Background: an optimization exercise with open tools, aiming at a short achievable clock period and few clock cycles. Do not read the settings as production practice.
The RTL was checked by simulation tests, not by an equivalence proof against the original design.
Power and IR drop assume default switching activity.

$ cat flow/config.mk
export PLATFORM = sky130hd
export DESIGN_NAME = isp_flash_programmer
export DESIGN_NICKNAME = isp_flash_programmer
export VERILOG_FILES = /design/flow/design.v
export SDC_FILE = /design/flow/constraint.sdc
export NUM_CORES = 4
export LEC_CHECK = 0
export ABC_CLOCK_PERIOD_IN_PS = 2000
export CAP_MARGIN = 20
export CORE_MARGIN = 2
export CORE_UTILIZATION = 40
export SETUP_SLACK_MARGIN = 2.4
export SLEW_MARGIN = 20
$ cat flow/constraint.sdc
create_clock -name core_clock -period 5.0 [get_ports {clk}]
set_input_delay 1.0000 -clock core_clock [delete_from_list [all_inputs] [get_ports {clk}]]
set_output_delay 1.0000 -clock core_clock [all_outputs]
set_load 0.01 [all_outputs]
$ cat flow/design.v
module isp_result_encoder (
    input  wire       c_inv,
    input  wire       c_tmo,
    input  wire       c_flt,
    output reg  [1:0] result
);
    localparam [1:0] R_SUCCESS = 2'd0,
                     R_TIMEOUT = 2'd1,
                     R_HWFAULT = 2'd2,
                     R_INVALID = 2'd3;
    always @(*) begin
        if (c_inv)
            result = R_INVALID;
        else if (c_tmo)
            result = R_TIMEOUT;
        else if (c_flt)
            result = R_HWFAULT;
        else
            result = R_SUCCESS;
    end
endmodule
module isp_flash_programmer (
    input  wire        clk,
    input  wire        rst,           
    input  wire        req_valid,
    output wire        req_ready,
    input  wire [2:0]  req_op,
    input  wire [31:0] req_addr,
    input  wire [31:0] req_arg,
    output wire        rsp_valid,
    input  wire        rsp_ready,
    output wire [1:0]  rsp_result,
    output wire [31:0] rsp_rdata,
    output wire [1:0]  rsp_verdict,
    output wire        busy,
    output wire        bus_en,
    output wire        bus_we,
    output wire [2:0]  bus_reg,
    output wire [31:0] bus_wdata,
    input  wire [31:0] bus_rdata
);
    localparam [2:0]      N_MAX                = 3'd4;
    localparam [31:0]     GO_VALUE             = 32'h0000_0001;
    localparam [31:0]     C_PAGE_ERASE         = 32'h0000_0022;
    localparam [31:0]     C_PAGE_ERASE_SPECIAL = 32'h0000_0022;
    localparam [31:0]     C_READ               = 32'h0000_0000;
    localparam [31:0]     C_PROGRAM            = 32'h0000_0021;
    localparam [31:0]     C_RUN_CKSUM          = 32'h0000_002D;
    localparam [31:0]     C_READ_CKSUM         = 32'h0000_000D;
    localparam [31:0]     C_RUN_ALL1           = 32'h0000_0028;
    localparam [31:0]     C_READ_ALL1          = 32'h0000_0008;
    localparam [31:0]     SPECIAL_ERASE_ADDR   = 32'h0020_0000;
    localparam [31:0]     ERASE_UNLOCK_KEY     = 32'h0055_AA03;
    localparam [31:0]     ALL1_YES             = 32'hA11F_FFFF;
    localparam [31:0]     ALL1_NO              = 32'hA110_0000;
    localparam [31:0]     SENTINEL             = 32'hFFFF_FFFF;
    localparam            BUSY_BIT             = 0;    
    localparam            FAIL_BIT             = 6;    
    localparam [2:0] OP_ERASE   = 3'd0,
                     OP_READ    = 3'd1,
                     OP_PROGRAM = 3'd2,
                     OP_CKSUM   = 3'd3,
                     OP_VERIFY  = 3'd4;
    localparam [2:0] REG_CMD     = 3'd0,
                     REG_ADDR    = 3'd1,
                     REG_DATA    = 3'd2,
                     REG_TRIG    = 3'd3,
                     REG_STATUS  = 3'd4,
                     REG_FAILCTL = 3'd5;
    localparam [1:0] V_NONE       = 2'd0,
                     V_ALLONES    = 2'd1,
                     V_NOTALLONES = 2'd2;
    localparam [1:0] R_SUCCESS = 2'd0,
                     R_TIMEOUT = 2'd1,
                     R_HWFAULT = 2'd2,
                     R_INVALID = 2'd3;
    function arg_ok_f(input [2:0] o, input [31:0] a, input [31:0] g);
        case (o)
            OP_ERASE:   arg_ok_f = (a[8:0] == 9'd0);
            OP_READ:    arg_ok_f = (a[1:0] == 2'd0);
            OP_PROGRAM: arg_ok_f = (a[1:0] == 2'd0);
            OP_CKSUM:   arg_ok_f = (a[8:0] == 9'd0) && (g[8:0] == 9'd0);
            OP_VERIFY:  arg_ok_f = (a[8:0] == 9'd0) && (g[8:0] == 9'd0);
            default:    arg_ok_f = 1'b0;
        endcase
    endfunction
    function [31:0] code0_f(input [2:0] o);
        case (o)
            OP_ERASE:   code0_f = C_PAGE_ERASE;    
            OP_READ:    code0_f = C_READ;
            OP_PROGRAM: code0_f = C_PROGRAM;
            OP_CKSUM:   code0_f = C_RUN_CKSUM;
            OP_VERIFY:  code0_f = C_RUN_ALL1;
            default:    code0_f = 32'd0;
        endcase
    endfunction
    reg s_idle, s_check, s_wcmd, s_waddr, s_wdata, s_trig, s_poll,
        s_rfail, s_cfail, s_rdata, s_vdata, s_resp;
    reg [2:0]  op;
    reg [31:0] addr;
    reg [31:0] arg;
    reg        phase;
    reg [2:0]  cnt;
    reg        fast_r;      
    reg        bad_r;       
    reg        ready_r;
    reg        busy_r;
    reg        en_r;
    reg        we_r;
    reg [2:0]  reg_r;
    reg [31:0] wdata_r;
    reg        v_r;
    reg [31:0] rd_x;
    reg [31:0] rd_y;
    reg [1:0]  res_r;
    reg [1:0]  verdict_r;
    assign req_ready   = ready_r;
    assign busy        = busy_r;
    assign bus_en      = ~rst & (en_r | (fast_r & req_valid));
    assign bus_we      = we_r;
    assign bus_reg     = reg_r;
    assign bus_wdata   = wdata_r;
    assign rsp_valid   = v_r;
    assign rsp_rdata   = ~(rd_y & ~(bus_rdata & rd_x));
    assign rsp_verdict = verdict_r;
    isp_result_encoder u_enc (
        .c_inv  (res_r == R_INVALID),
        .c_tmo  (res_r == R_TIMEOUT),
        .c_flt  (res_r == R_HWFAULT),
        .result (rsp_result)
    );
    wire rd_busy = bus_rdata[BUSY_BIT];
    wire rd_fail = bus_rdata[FAIL_BIT];
    wire rd_yes  = (bus_rdata == ALL1_YES);
    wire rd_no   = (bus_rdata == ALL1_NO);
    wire rd_def  = rd_yes | rd_no;
    wire last    = (cnt == 3'd1);
    wire op_erase  = (op == OP_ERASE);
    wire op_read   = (op == OP_READ);
    wire op_prog   = (op == OP_PROGRAM);
    wire op_cksum  = (op == OP_CKSUM);
    wire op_verify = (op == OP_VERIFY);
    wire is_special  = (addr == SPECIAL_ERASE_ADDR);
    wire has_data    = (op_erase & is_special) | op_prog | ((op_cksum | op_verify) & ~phase);
    wire verify_read = op_verify & phase;
    wire two_phase   = (op_cksum | op_verify) & ~phase;       
    wire to_rdata    = op_read | (op_cksum & phase);           
    wire to_rfail    = op_erase | op_prog;                     
    wire ok_latched  = arg_ok_f(op, addr, arg);
    wire ok_req      = arg_ok_f(req_op, req_addr, req_arg);
    wire accept      = s_idle & req_valid;         
    wire answering   = s_cfail | s_rdata | s_resp;  
    wire done        = answering & rsp_ready;
    wire poll_busy = s_poll & rd_busy;
    wire poll_done = s_poll & ~rd_busy;
    wire n_idle  = rst | (s_idle & ~req_valid) | done;
    wire n_check = ~rst & accept & ~fast_r & ~bad_r;
    wire n_wcmd  = ~rst & ((s_check & ok_latched) | (poll_done & two_phase) |
                           (s_vdata & ~rd_def & ~last));
    wire n_waddr = ~rst & ((accept & fast_r) | s_wcmd);
    wire n_wdata = ~rst & s_waddr & has_data;
    wire n_trig  = ~rst & ((s_waddr & ~has_data) | s_wdata);
    wire n_poll  = ~rst & (s_trig | (poll_busy & ~last));
    wire n_rfail = ~rst & poll_done & to_rfail;
    wire n_cfail = ~rst & s_rfail & rd_fail;
    wire n_rdata = ~rst & poll_done & to_rdata;
    wire n_vdata = ~rst & poll_done & verify_read;
    wire n_resp  = ~rst & ((accept & bad_r) | (s_check & ~ok_latched) |
                           (poll_busy & last) | (s_rfail & ~rd_fail) |
                           (s_vdata & (rd_def | last)) | (answering & ~rsp_ready));
    always @(posedge clk) begin
        s_idle  <= n_idle;
        s_check <= n_check;
        s_wcmd  <= n_wcmd;
        s_waddr <= n_waddr;
        s_wdata <= n_wdata;
        s_trig  <= n_trig;
        s_poll  <= n_poll;
        s_rfail <= n_rfail;
        s_cfail <= n_cfail;
        s_rdata <= n_rdata;
        s_vdata <= n_vdata;
        s_resp  <= n_resp;
        ready_r <= n_idle;
        busy_r  <= ~n_idle;
        v_r     <= n_cfail | n_rdata | n_resp;
        en_r    <= n_wcmd | n_waddr | n_wdata | n_trig | n_poll |
                   n_rfail | n_cfail | n_rdata | n_vdata;
        fast_r  <= ~rst & done & req_valid &  ok_req;
        bad_r   <= ~rst & done & req_valid & ~ok_req;
    end
    always @(posedge clk) begin
        if (accept) begin
            op    <= req_op;
            addr  <= req_addr;
            arg   <= req_arg;
            phase <= 1'b0;
        end else if (poll_done & two_phase) begin
            phase <= 1'b1;
        end
        if (s_trig) begin
            if (!verify_read) cnt <= N_MAX;
        end else if (poll_done & two_phase) begin
            cnt <= N_MAX;
        end else if ((poll_busy | s_vdata) & ~last) begin
            cnt <= cnt - 1'b1;
        end
    end
    always @(posedge clk) begin
        if (s_idle) begin                        
            we_r <= 1'b1; reg_r <= REG_ADDR;    wdata_r <= req_addr;
        end else if (s_check) begin              
            we_r <= 1'b1; reg_r <= REG_CMD;     wdata_r <= code0_f(op);
        end else if (s_wcmd) begin               
            we_r <= 1'b1; reg_r <= REG_ADDR;    wdata_r <= addr;
        end else if (s_waddr) begin              
            we_r <= 1'b1;
            if (has_data) begin
                reg_r <= REG_DATA; wdata_r <= op_erase ? ERASE_UNLOCK_KEY : arg;
            end else begin
                reg_r <= REG_TRIG; wdata_r <= GO_VALUE;
            end
        end else if (s_wdata) begin              
            we_r <= 1'b1; reg_r <= REG_TRIG;    wdata_r <= GO_VALUE;
        end else if (s_trig) begin               
            we_r <= 1'b0; reg_r <= REG_STATUS;
        end else if (s_poll) begin               
            wdata_r <= op_cksum ? C_READ_CKSUM : C_READ_ALL1;
            if (rd_busy) begin
                we_r <= 1'b0; reg_r <= REG_STATUS;
            end else if (two_phase) begin
                we_r <= 1'b1; reg_r <= REG_CMD;
            end else if (to_rfail) begin
                we_r <= 1'b0; reg_r <= REG_FAILCTL;
            end else begin
                we_r <= 1'b0; reg_r <= REG_DATA;
            end
        end else if (s_rfail) begin              
            we_r <= 1'b1; reg_r <= REG_FAILCTL; wdata_r <= bus_rdata;
        end else if (s_vdata) begin              
            we_r <= 1'b1; reg_r <= REG_CMD;     wdata_r <= C_READ_ALL1;
        end else begin                           
            we_r <= 1'b1; reg_r <= REG_CMD;     wdata_r <= code0_f(req_op);
        end
    end
    always @(posedge clk) begin
        if (accept) begin
            rd_x      <= SENTINEL;
            rd_y      <= ~SENTINEL;
            verdict_r <= V_NONE;
            res_r     <= R_INVALID;
        end else begin
            if (s_poll & to_rdata)             
                rd_y <= {32{~rd_busy}};
            else if (s_rdata) begin
                rd_x <= bus_rdata;
                rd_y <= ~bus_rdata;
            end
            if (s_check)
                res_r <= R_INVALID;
            else if (s_poll)
                res_r <= ~rd_busy ? R_SUCCESS : (verify_read ? R_HWFAULT : R_TIMEOUT);
            else if (s_rfail)
                res_r <= rd_fail ? R_HWFAULT : R_SUCCESS;
            else if (s_vdata) begin
                res_r     <= rd_def ? R_SUCCESS : R_HWFAULT;
                verdict_r <= {rd_no, rd_yes};
            end
        end
    end
endmodule
$ cat flow/run.sh
#!/bin/bash
# synth_recipe.tcl (not shown) runs the flow's synth.tcl, then flattens the netlist and writes it again
# the make line also repeats each setting of config.mk as NAME=value (left out here)
make -C /OpenROAD-flow-scripts/flow DESIGN_CONFIG=/design/flow/config.mk WORK_HOME=/design/flow/orfs CLKGATE_MAP_FILE= SYNTH_SCRIPT=/design/flow/synth_recipe.tcl finish
==> impl_summary.txt, run 1 <==
----------------------------------------------------
[STA]
  Number of endpoints failing setup at the final stage ... 0
  Slew @ Worst Pin ... 0.689 ns
  Final critical-path required period ... 2.59 ns
  Setup repair after global routing missed its margin ... true
  Clock Skew ... 0.0111 ns
  Final-layout setup total negative slack ... 0 ns
  Peak Freq ... 385 MHz
  Ratio of final minimum period to clock period ... 51.9%
  Count of endpoints failing hold in the final timing report ... 0
  Count of pins over their slew limit ... 0
  Post-route setup slack ... 2.41 ns
  Slew Limit Headroom ... 53.7%

[Routing]
  Via count ... 7,077
  Total routed wirelength ... 25.9 mm
  Post-route antenna net violation count ... 0
  Routed WL per cell ... 20.1 microns
  Number of detailed-route iterations in the first pass ... 7
  Average vias per placed instance ... 5.49
  Iteration-0 DRC count of the detailed router ... 596
  DRC violation count after routing ... 0

[Setup path]
  Required time worst endpoint ... 4.00 ns
  Critical path startpoint category ... input port
  FF-to-FF path depth ... 5
  Cell-by-cell listing of the critical path ... buf_2 -> nand2_1 -> nand2_1 -> clkdlybuf4s15_1
  Slowest stage delay, CP ... 0.26 ns
  Critical Setup Path Class ... input port to primary output
  WP data arrival ... 1.59 ns
  Crit path max fanout ... 9
  Setup crit end kind ... primary output
  Crit path max-delay cell type ... clkdlybuf4s15_1
  Cell mode on critical path ... nand2_1

[Synthesis]
  Fraction of post-synthesis cell area in the top cell type by area ... 37.2%
  Net count after synthesis ... 950
  Cell types with the largest area share after synthesis ... edfxtp_1, dfxtp_1, nand2_1
  Synth unique cells ... 60
  Syn Inst Count ... 845
  Synthesized area ... 0.00824 sq mm
  Leading cell type by number of instances after synthesis ... nand2_1
  Post-synth top flop ... edfxtp_1
  Top cells by instance count after synthesis ... nand2_1, edfxtp_1, dfxtp_1, a21oi_1, o21ai_0
  Mean instance size in the synthesized netlist ... 9.75 sq um
  Flip-flop and latch count after synthesis ... 192
  Number of warnings issued by yosys ... 2
  Share of flip-flops with an asynchronous set or reset after synthesis ... 0%
  Cell taking the most area after synthesis ... edfxtp_1
  Post-synth EDFFs ... 102
  Portion of the post-synthesis area used by sequential elements ... 59.1%

[Placement]
  Post-detail-place hpwl ... 17.6 mm
  Total of buffers placed on input and output ports ... 178
  Cell Area, Placed ... 0.0103 sq mm
  Place WS ... 1.57 ns
  Final weighted congestion in routability-driven placement ... 0.918

[Die]
  Die Y-Extent ... 148 microns
  Total number of placement rows ... 52
  DIE AREA ... 0.0218 sq mm
  Overall die width ... 148 microns
  Initial core utilization ... 40.7%
  Ports placed on the boundary ... 179
  Area of the core region ... 0.0202 sq mm

[Clocking]
  CTS buffer count ... 17
  Max Buffers Root-to-Sink ... 2
  Number of buffers inserted for hold repair after clock tree synthesis ... 0
  Total clock sinks ... 192
  CTS tree ... built
  Clock-pin slew reported for the worst setup and hold paths after clock tree synthesis ... 0.07 ns
  Count of H-tree levels built during CTS ... 4
  Root Buffer ... clkbuf_16
  Clock network latency to the later pin of the worst-skew pair ... 0.43 ns

[GRT]
  Number of antenna violations at the first check in global routing ... 0
  Overall global routing resource usage ... 23.6%
  First-pass GRT wire length ... 39.1 mm
  Maximum number of pins on one net before global-route repair ... 67
  Vias in the first global route ... 6,627
  Overflow left after global routing ... 0

[Power and ir drop]
  Leakage power ... 4.00 nW
  IR Drop Worst-Case VDD ... 237 uV
  PwrDens ... 319 mW/mm^2
  Total Power Consumption ... 3.46 mW

[Status]
  Status ... complete, no violations

[Finish]
  Area Growth Syn to Fin ... 31.9%
  Fraction of final layout cells with drive strength greater than 1 ... 12.2%
  End-of-flow core utilization ... 53.7%
  Final design area excluding fillers ... 0.0109 sq mm
  Antenna diode count ... 0
  Number of nets at the end of the flow ... 1,111

[Worst hold path]
  Path class of the lowest-slack min-delay path ... register to register
  Hold Path Stages ... 1

[Flow run]
  Max capacitance violation total ... 0

----------------------------------------------------
==> what timing repair did <==
action	4_1_cts	5_1_grt
gates resized for setup	225	17
endpoints found under the setup margin	139	54
pin swaps	6	3
cloned	2	0
buffers inserted	2	4
==> final cells by class <==
| cell class | count | area, sq um |
|---|---|---|
| fill | 1820 | 9370 |
| multi-input combinational | 585 | 3180 |
| tap | 270 | 338 |
| inverter | 12 | 48.8 |
| clock inverter | 13 | 143 |
| timing repair buffer | 198 | 1830 |
| clock buffer | 19 | 454 |
| sequential | 192 | 4870 |
==> logic make-up (layout without fill, tap and decap cells) <==
| logic type | after synthesis | after routing | synth area share [%] |
|---|---|---|---|
| adders and majority gates | 2 | 2 | 0.304 |
| AOI/OAI and AO/OA | 222 | 223 | 17.3 |
| xor gates and xnor gates | 1 | 1 | 0.106 |
| buffers and inverters | 69 | 242 | 3.46 |
| DFF | 192 | 192 | 59.1 |
| and+or+nand+nor | 359 | 359 | 19.7 |
==> through the flow <==
| stage | hold slack (ns) | cells |
|---|---|---|
| after global placement | 0.438 | 1249 |
| final | 0.454 | 1289 |
| after detailed placement | 0.447 | 1249 |
| after global routing | 0.468 | 1289 |
| after floorplan | 0.419 | 845 |
| after CTS | 0.457 | 1285 |
==> where the power goes <==
group / internal, mW / switching, mW / leakage (nW)
logic: 0.152 / 0.168 / 1.96
clock network: 0.739 / 0.648 / 0.293
registers: 1.73 / 0.0291 / 1.75
total: 2.62 / 0.845 / 4.00
==> sequential cells by signal (all words and copies together), names as in the netlist, 2 cells and up <==
| register | count |
|---|---|
| addr | 32 |
| res_r | 2 |
| verdict_r | 2 |
| rd_y | 32 |
| arg | 32 |
| rd_x | 32 |
| reg_r | 3 |
| wdata_r | 32 |
| op | 3 |
| cnt | 3 |
==> layout by cell type, fill, tap and decap left out, types with 7 or more instances in the layout <==
master / netlist / final
dlygate4sd2_1: 0 / 17
a21oi_1: 59 / 58
nand2_1: 213 / 211
nand4_1: 8 / 8
nor4_1: 13 / 13
clkdlybuf4s15_1: 0 / 7
a221o_1: 13 / 13
a22o_1: 12 / 12
a22oi_1: 7 / 7
buf_2: 9 / 23
clkdlybuf4s50_1: 0 / 107
o21ai_0: 46 / 45
o221ai_1: 10 / 10
nand3_1: 38 / 38
dfxtp_1: 90 / 88
o21ai_1: 32 / 32
clkdlybuf4s15_2: 0 / 12
o22ai_1: 8 / 8
clkbuf_16: 0 / 18
nor3_1: 20 / 19
edfxtp_1: 102 / 102
nor2_1: 29 / 29
inv_1: 10 / 9
nor2b_1: 9 / 9
buf_4: 0 / 24
==> worst max-delay path, delay by kind of cell <==
| family | cells | cell delay, ns |
|---|---|---|
| buffers and inverters | 2 | 0.45 |
| AND/OR/NAND/NOR | 2 | 0.14 |
==> final timing paths <==
path | from | to | slack, ns
worst min register to register | bad_r | s_check | 0.45
worst max-delay path | bus_rdata[0] | rsp_rdata[0] | 2.41
worst min-delay path | bad_r | s_check | 0.45
worst max register to register | op[2] | wdata_r[14] | 2.54
==> per-layer routing <==
| layer | vias to the layer above | wire, microns | share of wire (%) | GRT usage, % |
|---|---|---|---|---|
| met1 | 3329 | 11800 | 46 | 34.1 |
| met4 | 0 | 564 | 2.2 | 7.64 |
| met5 | - | 0 | 0 | 0 |
| li1 | 3402 | - | - | - |
| met3 | 35 | 2250 | 8.7 | 5.99 |
| met2 | 311 | 11300 | 44 | 34.7 |
Testbench counts, summed over its fixed seeds: cycles 19,325.
==> run 2, diff against run 1 <==
--- a/flow/design.v
+++ b/flow/design.v
@@ -106,6 +106,7 @@
     reg        ready_r;
     reg        busy_r;
     reg        en_r;
+    reg        go_r;        
     reg        we_r;
     reg [2:0]  reg_r;
     reg [31:0] wdata_r;
@@ -116,7 +117,7 @@
     reg [1:0]  verdict_r;
     assign req_ready   = ready_r;
     assign busy        = busy_r;
-    assign bus_en      = ~rst & (en_r | (fast_r & req_valid));
+    assign bus_en      = ~rst & go_r & (en_r | req_valid);
     assign bus_we      = we_r;
     assign bus_reg     = reg_r;
     assign bus_wdata   = wdata_r;
@@ -187,6 +188,9 @@
         en_r    <= n_wcmd | n_waddr | n_wdata | n_trig | n_poll |
                    n_rfail | n_cfail | n_rdata | n_vdata;
         fast_r  <= ~rst & done & req_valid &  ok_req;
+        go_r    <= (n_wcmd | n_waddr | n_wdata | n_trig | n_poll |
+                    n_rfail | n_cfail | n_rdata | n_vdata) |
+                   (~rst & done & req_valid & ok_req);
         bad_r   <= ~rst & done & req_valid & ~ok_req;
     end
     always @(posedge clk) begin
--- a/flow/config.mk
+++ b/flow/config.mk
@@ -9,5 +9,5 @@
 export CAP_MARGIN = 20
 export CORE_MARGIN = 2
 export CORE_UTILIZATION = 40
-export SETUP_SLACK_MARGIN = 2.4
+export SETUP_SLACK_MARGIN = 3.0
 export SLEW_MARGIN = 20
==> run 2 against run 1 <==
Still clean. Via count up 12%. Global-route usage up 3.1 points. Sequential share of layout area down 8.6 points. Wire length up 21%. Flip-flop and latch count up 1. Sequential power about the same. Hold slack worse by 0.041 ns. Synthesized area down 0.35%. Critical path depth down 1. First-iteration DRC count up 21%.
==> impl_summary.txt, run 2 <==
----------------------------------------------------
[Setup path]
  Crit path max fanout ... 5 (-4)
  First element of the critical path ... req_valid
  WP data arrival ... 1.44 ns (-0.15 ns)
  Critical Setup Path Class ... input port to primary output
  Required time worst endpoint ... 4.00 ns (about the same)
  Cell-by-cell listing of the critical path ... buf_12 -> o211a_1 -> buf_2
  Slowest stage delay, CP ... 0.20 ns (-0.06 ns)
  Setup crit end kind ... primary output
  Reg-to-Reg End ... v_r
  Critical path startpoint category ... input port
  Setup slack of the worst register-to-register path ... 2.68 ns (+0.14 ns)
  FF-to-FF path depth ... 8 (+3)
  Reg-to-reg critical path startpoint ... op[1]
  Crit path max-delay cell type ... o211a_1

[Finish]
  Number of nets at the end of the flow ... 1,215 (+9.4%)
  End-of-flow core utilization ... 67.0% (+13 points)
  Layout fillers ... 1,499 (-18%)
  Fraction of final layout cells with drive strength greater than 1 ... 39.5% (+27 points)
  Area Growth Syn to Fin ... 64.5%
  Commonest cells after routing, fill and taps aside ... nand2_1, edfxtp_1, dfxtp_1
  Most common cell after layout, fill and taps aside ... nand2_1
  Final Non-Filler Cells ... 1,394 (+8.1%)

[Clocking]
  Root Buffer ... clkbuf_16
  Total clock sinks ... 193 (+0.52%)
  CTS tree ... built
  CTS buffer count ... 17 (unchanged)
  Max Buffers Root-to-Sink ... 2 (unchanged)
  Count of H-tree levels built during CTS ... 4 (unchanged)
  Clock network latency to the later pin of the worst-skew pair ... 0.45 ns (+0.02 ns)
  Clock-pin slew reported for the worst setup and hold paths after clock tree synthesis ... 0.07 ns (about the same)

[Die]
  Overall die width ... 147 microns (-0.17%)
  Initial core utilization ... 40.7% (about the same)
  Ports placed on the boundary ... 179 (unchanged)
  DIE AREA ... 0.0217 sq mm (-0.35%)
  Total number of placement rows ... 52 (unchanged)
  Die Y-Extent ... 147 microns (-0.17%)
  Area of the core region ... 0.0202 sq mm (-0.32%)

[Routing]
  Post-route antenna net violation count ... 0 (unchanged)
  Via count ... 7,918 (+12%)
  Average vias per placed instance ... 5.68 (+3.5%)
  Iteration-0 DRC count of the detailed router ... 723 (+21%)
  Total routed wirelength ... 31.2 mm (+21%)
  Routed WL per cell ... 22.4 microns (+11%)
  DRC violation count after routing ... 0 (unchanged)
  Number of detailed-route iterations in the first pass ... 5 (-2)

[Power and ir drop]
  IR Drop Worst-Case VDD ... 268 uV (+13%)
  Leakage power ... 5.41 nW (+35%)
  PwrDens ... 267 mW/mm^2 (-16%)

[STA]
  Final-layout setup total negative slack ... 0 ns (unchanged)
  Count of endpoints failing hold in the final timing report ... 0 (unchanged)
  Slew @ Worst Pin ... 0.921 ns (+0.232 ns)
  Ratio of final minimum period to clock period ... 48.9% (-3.0 points)
  Clock Skew ... 0.0113 ns (+0.000221 ns)
  Slew Limit Headroom ... 38.6% (-15 points)
  Count of pins over their slew limit ... 0 (unchanged)
  Setup repair after global routing missed its margin ... true
  Number of endpoints failing setup at the final stage ... 0 (unchanged)
  Peak Freq ... 409 MHz (+6.2%)
  Final critical-path required period ... 2.44 ns (-0.152 ns)

[Worst hold path]
  Path class of the lowest-slack min-delay path ... register to register
  Hold-critical path endpoint ... s_check
  Start point of the worst min-delay path ... fast_r
  Hold Path Stages ... 1 (unchanged)

[GRT]
  Maximum number of pins on one net before global-route repair ... 75 (+12%)
  Number of antenna violations at the first check in global routing ... 1 (+1)
  Overflow left after global routing ... 0 (unchanged)
  First-pass GRT wire length ... 43.6 mm (+11%)
  Overall global routing resource usage ... 26.7% (+3.1 points)
  Vias in the first global route ... 7,286 (+9.9%)

[Synthesis]
  Synth unique cells ... 59 (-1.7%)
  Flip-flop and latch count after synthesis ... 193 (+0.52%)
  Portion of the post-synthesis area used by sequential elements ... 59.5% (+0.45 points)
  Fraction of post-synthesis cell area in the top cell type by area ... 37.3% (+0.13 points)
  Number of warnings issued by yosys ... 2 (unchanged)
  Share of flip-flops with an asynchronous set or reset after synthesis ... 0% (unchanged)
  Post-synth EDFFs ... 102 (unchanged)
  Post-synth top flop ... edfxtp_1
  Mean instance size in the synthesized netlist ... 9.69 sq um (-0.58%)
  Top cells by instance count after synthesis ... nand2_1, edfxtp_1, dfxtp_1, o21ai_0, a21oi_1
  Net count after synthesis ... 952 (+0.21%)
  Cell types with the largest area share after synthesis ... edfxtp_1, dfxtp_1, nand2_1
  Syn Inst Count ... 847 (+0.24%)
  Synthesized area ... 0.00821 sq mm (-0.35%)
  Leading cell type by number of instances after synthesis ... nand2_1
  Cell taking the most area after synthesis ... edfxtp_1

[Placement]
  Final weighted congestion in routability-driven placement ... 0.921 (+0.32%)
  Post-detail-place hpwl ... 17.7 mm (+0.44%)
  Total of buffers placed on input and output ports ... 178 (unchanged)
  Number of cells after detailed placement ... 1,243 (-0.48%)

[Flow run]
  Max capacitance violation total ... 0 (unchanged)

[Status]
  Status ... complete, no violations

----------------------------------------------------
==> run 2: per-layer routing <==
metal / up-vias / track usage, % / wire length (microns)
li1: 3633 / - / -
met1: 3825 / 36.5 / 13100
met2: 398 / 41.2 / 14800
met3: 60 / 6.74 / 2610
met4: 2 / 9.47 / 697
met5: - / 0 / 7
==> run 2: layout make-up <==
class	count	area (sq um)	share of cell area, %
sequential	193	4900	36.3
multi-input combinational	587	4510	33.4
timing repair buffer	293	3080	22.8
clock buffer	17	425	3.15
tap	270	338	2.50
clock inverter	15	160	1.19
inverter	17	90.1	0.667
timing repair inverter	1	5.00	0.0371
antenna	1	2.50	0.0185
==> run 2: through the flow <==
stage               area, sq um  power (mW)  setup WS, ns  hold WS (ns)
floorplan                  8840        1.92          2.64         0.399
global placement          10700        2.11          1.49         0.412
detailed placement        10700        2.11          1.48         0.411
CTS                       12700        3.56          2.56         0.413
global route              13500        3.70          2.55         0.431
finish                    13500        3.61          2.56         0.413
==> run 2: power by group <==
group | switching (mW) | leakage [nW] | internal (mW)
logic | 0.228 | 3.35 | 0.230
registers | 0.0304 | 1.76 | 1.73
clock network | 0.667 | 0.296 | 0.730
total | 0.925 | 5.41 | 2.69
==> run 2: worst max-delay path by stage <==
stage | cells after the start | slack, ns | endpoint
2_1_floorplan | 3 | 2.64 | bus_en
3_3_place_gp | 4 | 1.49 | bus_en
3_5_place_dp | 4 | 1.48 | bus_en
4_1_cts | 3 | 2.56 | bus_en
5_1_grt | 3 | 2.55 | bus_en
6_report | 3 | 2.56 | bus_en
==> run 2: cell families (layout without fill, tap and decap cells) <==
group	Yosys count	count (layout)	share of synthesized area, %
adder cells (fa/ha/maj)	2	2	0.305
other	0	1	0
AO/OA/AOI/OAI	217	223	16.9
flip-flops	193	193	59.5
buffers and inverters	75	343	3.67
AND/OR/NAND/NOR	358	360	19.4
XOR/XNOR	2	2	0.213
==> run 2: worst max-delay path, delay by kind of cell <==
family          cells  cell delay, ns
compound gates      1            0.20
buf+inv             2            0.24
==> run 2: what timing repair did <==
| item | 4_1_cts | 5_1_grt |
|---|---|---|
| endpoints found under the setup margin | 295 | 192 |
| cloned | 9 | 7 |
| hold buffers | 0 | 0 |
| resized for setup | 757 | 87 |
| setup buffers | 69 | 33 |
| pin swaps | 69 | 75 |
Testbench counts of run 2, summed over its fixed seeds: cycles 19,325.

## separate check: timing with driven ports
No port has a modelled driver above. Below, the same layouts with a new extraction and two added sets of constraints.
Step 1: set_driving_cell puts a clkbuf_16 on clk and a buf_2 on each other input, an assumption about the parent block.
Step 2 adds t to the input delays and takes it off the output delays; t is the mean of the earliest and latest rising clock arrival at the registers after step 1. Input paths then give back, and output paths get back, about the clock's delay inside the block.
Three values: ideal ports, drivers, drivers and shift; two values: the first two.
run | t (ns) | slack for setup (ns) | worst setup path at the end | latest minus earliest clock arrival (ns) | worst slew at a driven data input, ns
run 1 | 0.473 | 2.405 / 2.376 / 2.028 | input to register | 0.012 / 0.012 | 0.07
run 2 | 0.486 | 2.557 / 2.510 / 2.165 | input to register | 0.012 / 0.011 | 0.08
After both steps every run listed still meets setup and hold. For run 2, which loses most, drivers alone change the setup slack by -0.047 ns; drivers and shift together by -0.392 ns.
